Source: an optimization exercise on an open RTL-to-GDS flow (aim: small area). Production flows keep margins and buffers that such runs may drop.
In this exercise RTL edits were held to simulation tests only and were not proved equivalent to the original.
Power is estimated from default activity; no workload was simulated. The clock port is modelled as an ideal driver; clocking choices that lean on that would not hold on a real chip.

==> inputs of run Y <==
// hp45_core
module hp45_core (
    input  wire        clk,
    input  wire        rst,
    input  wire        tick,
    input  wire        cmd_valid,
    input  wire [15:0] cmd,
    input  wire [31:0] wdata,
    output reg         rsp_valid,
    output reg  [2:0]  rc,
    output reg  [31:0] rdata,
    output wire [7:0]  port0,
    output wire [7:0]  port1,
    output wire        irq
);
export LEC_CHECK = 0
export CAP_MARGIN = 20
export CORE_MARGIN = 2
export CORE_UTILIZATION = 50
export SLEW_MARGIN = 20
create_clock -name core_clock -period 15.0 [get_ports {clk}]
standard.sh (not shown) runs the stock make flow with config.mk's settings and CLKGATE_MAP_FILE= SYNTH_SCRIPT=/design/flow/synth_recipe.tcl, a recipe that flattens the netlist after the stock synthesis.
==> flow/flow/run.sh <==
#!/bin/bash
set -euo pipefail
export CTS_ARGS="-sink_clustering_enable -repair_clock_nets -sink_clustering_size 30 -sink_clustering_max_diameter 70 -dont_use_dummy_load"
export BUFFER_PORTS_ARGS="-buffer_cell sky130_fd_sc_hd__buf_1"
bash standard.sh > standard.log 2>&1
==> run P (differences from run Y) <==
==> flow/flow/run.sh (replaced) <==
#!/bin/bash
set -euo pipefail
export CTS_ARGS="-sink_clustering_enable -repair_clock_nets -sink_clustering_size 30 -sink_clustering_max_diameter 75 -dont_use_dummy_load"
export BUFFER_PORTS_ARGS="-buffer_cell sky130_fd_sc_hd__buf_1"
bash standard.sh > standard.log 2>&1
Settings changed: PLACE_DENSITY set to 0.9.
==> notes <==
- Run Y completed with no timing, DRC or antenna violations. Run P finished with timing, DRC and antenna clean.
- Worst setup slack: run Y is better than run P (180 ps).
- Between run P and run Y, the lower first-iteration DRC count is in run Y (gap 24%, measured against run Y).
- Between run P and run Y, the lower global-route usage is in run P (gap 2.5 points).
- Area after synthesis is the same in run P and run Y.
- Against run Y, the total power of run P is lower by 3.1%.
- Clock power: run P is smaller than run Y (about 10%).
- Of run P and run Y, run Y has the higher utilization (gap 0.36 points).
- Against run Y, the via count of run P is larger by 2.7%.
==> figures <==
|  | run Y | run P |
|---|---|---|
| Outcome | complete, no violations | complete, no violations |
| Met3 wire len | 14400 um | 18800 um |
| Final routed wirelength across all metal layers | 135000 um | 125000 um |
| Worst-case clock skew | 125 ps | 107 ps |
| Vias per inst | 6.83 | 7.04 |
| Top Metal Used | met5 | met4 |
| Power density normalized to cell area | 114 mW/mm^2 | 111 mW/mm^2 |
| Detailed placer's ending HPWL | 83300 um | 78500 um |
| Share of cells above drive strength 1 | 7.30% | 6.66% |
| First-pass GRT wire length | 193000 um | 182000 um |
| Number of stages on the worst setup path | 45 | 47 |
| Cell area reported after detailed placement | 0.0455 mm^2 | 0.0455 mm^2 |
| Minimum setup slack in the final design | 897 ps | 716 ps |
| Part of the cycle the worst path needs | 94.0% | 95.2% |
| Highest cell delay on the worst timing path | 500 ps | 600 ps |
| Met2 WL | 62900 um | 56800 um |
| Worst EP required | 15540 ps | 15440 ps |

---

==> v10: inputs <==
Starting RTL as in the previous note.
clock: 15.0 ns
lec_check: 0
cap_margin: 20
core_margin: 2
core_utilization: 50
cts_cluster_diameter: 100
cts_cluster_size: 20
slew_margin: 20
run.sh (not shown) runs the stock make flow with config.mk's settings and CLKGATE_MAP_FILE= SYNTH_SCRIPT=/design/flow/synth_recipe.tcl, a recipe that flattens the netlist after the stock synthesis.
Stock flow here: none of the scripts above is used.
==> v31 (differences from v10) <==
==> flow/flow/run.sh (new file) <==
#!/bin/bash
set -euo pipefail
export CTS_ARGS="-sink_clustering_enable -repair_clock_nets -sink_clustering_size 34 -sink_clustering_max_diameter 80 -dont_use_dummy_load"
export BUFFER_PORTS_ARGS="-buffer_cell sky130_fd_sc_hd__buf_1"
bash standard.sh > standard.log 2>&1
==> flow/standard.sh (new file) <==
#!/bin/bash
# synth_recipe.tcl (not shown) runs the flow's synth.tcl, then flattens the netlist and writes it again
# the make line also repeats each setting of config.mk as NAME=value (left out here)
make -C /OpenROAD-flow-scripts/flow DESIGN_CONFIG=/design/flow/config.mk WORK_HOME=/design/flow/orfs CLKGATE_MAP_FILE= SYNTH_SCRIPT=/design/flow/synth_recipe.tcl "${@:-finish}"
CTS_CLUSTER_DIAMETER = not set   (was 100)
CTS_CLUSTER_SIZE = not set   (was 20)
PLACE_DENSITY = 0.85   (was not set)
removed: flow/run.sh
==> impl_metrics.json <==
{
  "globalRouteMet2Util_pct": 47.27,
  "peakVddDrop_mv": 0.1123,
  "p_clk_share_pct": 31.1,
  "status": "timing/DRC/antenna clean",
  "ff2ff_setup_slack_ps": 3050,
  "final_cell_area_sq_um": 48070,
  "place_worst_setup_slack_ps": -230.8
}
[end of results for v10]
==> impl_metrics.json <==
{
  "status": "timing/DRC/antenna clean",
  "port_buffers": 104,
  "globalRouteMet2Util_pct": 41.66,
  "p_clk_share_pct": 25.1,
  "ff2ff_setup_slack_ps": 3130,
  "final_cell_area_sq_um": 46490,
  "netSwitchingPower_w": 0.001215,
  "ys_top_cells_by_area": "sky130_fd_sc_hd__edfxtp_1 (66%), sky130_fd_sc_hd__a222oi_1 (5.6%), sky130_fd_sc_hd__dfxtp_1 (5.0%)",
  "grt_max_degree": 145,
  "cts_sinks": 1067
}
[end of results for v31]

## what the ideal ports hide
How much do the figures lean on ideal ports? The routed layouts below were timed once more, with nothing changed but the port constraints.
Step 1, drivers: a clkbuf_16 drives clk and a buf_2 each remaining input, both assumed.
Step 2 times the ports against the registers' clock, not the clock port: input delays grow and output delays shrink by t, the midpoint of the rising clock arrivals with the driver on.
a / b / c = ideal / step 1 / step 2; a / b = the first two.
run | t, ns | slack for setup (ns) | worst data-port slew with drivers (ns) | cell pins on the clock port's net
run Y | 0.701 | 0.897 / 0.937 / 0.236 | 0.09 | 1
run P | 0.671 | 0.716 / 0.728 / 0.057 | 0.08 | 1
v10 | 0.729 | 0.628 / 0.677 / -0.052 | 0.05 | 1
v31 | 0.648 | 0.981 / 0.992 / 0.344 | 0.08 | 1
Met with ideal ports but missed after step 2: setup timing in v10. The setup slack of v10, which loses most, moves by +0.049 ns with the drivers and by -0.680 ns with both steps.
